From an optimization exercise on the open Yosys and OpenROAD flow, aimed at small area; shortcuts taken in it are not production practice. In this exercise RTL edits were held to simulation tests only and were not proved equivalent to the original.

## run 1
## ssc_mux
module ssc_mux #(
    parameter integer CLK_PER_MS = 16
) (
    input  wire        clk,
    input  wire        rst,          
    input  wire        bus_rd,
    input  wire        bus_wr,
    input  wire [3:0]  bus_addr,
    input  wire [31:0] bus_wdata,
    output reg  [31:0] rdata,
    output wire [7:0]  seg_out,
    output wire [7:0]  dig_act,
    output wire [63:0] dig_duty,     
    output wire        out_en
);
clock: 140.0 ns
lec_check: 0
abc_area: 1
abc_clock_period_in_ps: 140000
cap_margin: 20
core_margin: 2
core_utilization: 60
cts_cluster_diameter: 100
cts_cluster_size: 25
gpl_timing_driven: 0
place_density: 0.75
slew_margin: 20
synth_hierarchical: 1
standard.sh (not shown) runs the stock make flow with config.mk's settings and CLKGATE_MAP_FILE= SYNTH_SCRIPT=/design/flow/synth_recipe.tcl, a recipe that flattens the netlist after the stock synthesis.
==> flow/flow/run.sh <==
#!/bin/bash
# Layout flow: the standard layout (standard.sh) with two changes.
#  - Synthesis runs flow/my_synth.tcl: synth_recipe.tcl with an
#    area-recovering ABC script (flow/abc_own.script) for the final
#    mapping, and full/half adders taken only from the ssc_fa cell.
#  - The port buffers that placement inserts on every input and output
#    are sky130_fd_sc_hd__buf_1 (BUFFER_PORTS_ARGS).
# Each step's full output goes to a log file in the work folder (and
# ORFS's own logs under orfs/logs).
set -euo pipefail
here=$(cd "$(dirname "${BASH_SOURCE[0]}")" && pwd)
sed "s#SYNTH_SCRIPT=[^ ]*#SYNTH_SCRIPT=$here/my_synth.tcl#" standard.sh > own_synth.sh
grep -q "SYNTH_SCRIPT=$here/my_synth.tcl" own_synth.sh
sed 's#"\${@:-finish}"#"BUFFER_PORTS_ARGS=-buffer_cell sky130_fd_sc_hd__buf_1" "${@:-finish}"#' standard.sh > own_layout.sh
grep -q "BUFFER_PORTS_ARGS" own_layout.sh
bash own_synth.sh synth > synth.log 2>&1
bash own_layout.sh > layout.log 2>&1
==> flow/flow/abc_own.script <==
strash
dch -f
amap -m -F 8 -A 16
strash
dch -f
amap -m -F 8 -A 16
strash
dch -f
amap -m -F 8 -A 16
strash
dch -f
amap -m -F 8 -A 16
strash
dch -f
amap -m -F 8 -A 16
topo
==> flow/flow/my_synth.tcl <==
# The standard synthesis (synth_recipe.tcl), with two changes: the final
# technology mapping runs ABC with the area-recovering script in
# abc_own.script (beside this file) in place of ORFS's abc script, and
# full/half adders are extracted only in the adder cell module (below).
set ::own_dir [file dirname [file normalize [info script]]]
proc synth {args} { yosys synth -nofsm -noshare {*}$args }
proc abc {args} {
  set out {}
  set skip 0
  foreach a $args {
    if { $skip } { lappend out [file join $::own_dir abc_own.script]; set skip 0; continue }
    if { $a eq "-script" } { set skip 1 }
    lappend out $a
  }
  yosys abc {*}$out
}
# Full and half adders are taken only from the adder cell module (ssc_fa);
# everywhere else ABC maps the logic.
proc extract_fa {args} { yosys extract_fa {*}$args ssc_fa }
source $::env(SCRIPTS_DIR)/synth.tcl
# left out here: clear keep_hierarchy, flatten, clean up, hide names made inside functions, write 1_2_yosys.v
Edits applied to the flow inputs when going from run 1 to run 2:
--- a/flow/config.mk
+++ b/flow/config.mk
@@ -10,9 +10,9 @@
 export CAP_MARGIN = 20
 export CORE_MARGIN = 2
-export CORE_UTILIZATION = 60
+export CORE_UTILIZATION = 40
 export CTS_CLUSTER_DIAMETER = 100
 export CTS_CLUSTER_SIZE = 25
 export GPL_TIMING_DRIVEN = 0
-export PLACE_DENSITY = 0.75
+export PLACE_DENSITY = 0.6
 export SLEW_MARGIN = 20
 export SYNTH_HIERARCHICAL = 1
Results
- Re count of antenna diodes in the layout: run 1 was lower than run 2.
- | number of buffers other than clock buffers in the final layout | run 2 vs run 1 | about 3% higher |
- Lower synthesis-to-finish area growth among run 2 and run 1: run 1
- For run 1, the first element of the critical path was bus_wdata[8], unlike run 2, where it was bus_wdata[10].
- Worst setup margin sits higher in run 2 than in run 1.
- Share of final layout cell area taken by non-clock buffers: run 1 vs run 2 — no meaningful difference
- The cell type of the slowest stage on the worst timing path comes out sky130_fd_sc_hd__nor2_1 in one run and sky130_fd_sc_hd__o22ai_1 in the other, namely in run 1 and run 2 respectively.
- Count of clock-buffer cells in the layout was lower in run 1 than in run 2.
- Run 2: post-route fraction of the period consumed by the critical path lower than run 1
[inputs] run 3 vs run 2
--- a/flow/flow/my_synth.tcl
+++ b/flow/flow/my_synth.tcl
@@ -1,6 +1,5 @@
-# The standard synthesis (synth_recipe.tcl), with two changes: the final
+# The standard synthesis (synth_recipe.tcl), with one change: the final
 # technology mapping runs ABC with the area-recovering script in
-# abc_own.script (beside this file) in place of ORFS's abc script, and
-# full/half adders are extracted only in the adder cell module (below).
+# abc_own.script (beside this file) in place of ORFS's abc script.
 set ::own_dir [file dirname [file normalize [info script]]]
 proc synth {args} { yosys synth -nofsm -noshare {*}$args }
--- a/flow/config.mk
+++ b/flow/config.mk
@@ -11,6 +11,4 @@
 export CORE_MARGIN = 2
 export CORE_UTILIZATION = 40
-export CTS_CLUSTER_DIAMETER = 100
-export CTS_CLUSTER_SIZE = 25
 export GPL_TIMING_DRIVEN = 0
 export PLACE_DENSITY = 0.6
### Flow results
In run 3 the final design area excluding fillers turned out about 1.7% higher than in run 2.
Summary — final cell utilization of the core, run 3 relative to run 2: higher, by 0.74 points.
In the metrics for run 3 and run 2, the one carrying the lower portion of the layout cell area used by clock cells is run 2.
--- input diff run 3..run 4 ---
--- a/flow/config.mk
+++ b/flow/config.mk
@@ -10,7 +10,7 @@
 export CAP_MARGIN = 20
 export CORE_MARGIN = 2
-export CORE_UTILIZATION = 40
+export CORE_UTILIZATION = 60
 export GPL_TIMING_DRIVEN = 0
-export PLACE_DENSITY = 0.6
+export PLACE_DENSITY = 0.75
 export SLEW_MARGIN = 20
 export SYNTH_HIERARCHICAL = 1
- Of the two values seen for worst-path cell with the longest stage delay, sky130_fd_sc_hd__nor2_1 was produced by run 4 and sky130_fd_sc_hd__o22ai_1 by run 3.
- Compared with run 3, in run 4 count of cells along the worst hold path increased by 1 relative to the old numbers.
- Diff run 3 -> run 4 | number of rows in the core area | down by more than 10%
- Run 4 gives less number of cell instances on the worst register-to-register path than run 3 did.

## static timing again, ports no longer ideal
How much do the figures lean on ideal ports? The routed layouts below were timed once more, with nothing changed but the port constraints. Step 1 (the two cells are an assumption about what drives the block):
set clk [get_ports {clk}]
set_driving_cell -lib_cell sky130_fd_sc_hd__clkbuf_16 $clk
set_driving_cell -lib_cell sky130_fd_sc_hd__buf_2 [delete_from_list [all_inputs] $clk]
Step 2, shift: input delay + t, output delay - t, t = (earliest + latest rising clock arrival at the registers) / 2. This alone moves slack from input paths to output paths. a / b / c = no drivers / after step 1 / after step 2; a / b = the first two.
run	t (ns)	setup slack, ns	latest minus earliest clock arrival (ns)
run 1	0.588	32.570 / 32.600 / 32.012	0.036 / 0.036
run 2	0.602	33.876 / 33.837 / 33.235	0.032 / 0.032
run 3	0.653	33.865 / 33.820 / 33.166	0.033 / 0.033
run 4	0.649	32.654 / 32.683 / 32.033	0.075 / 0.075
After both steps setup and hold are still met in every run listed. The setup slack of run 3, which loses most, moves by -0.045 ns with the drivers and by -0.699 ns with both steps.
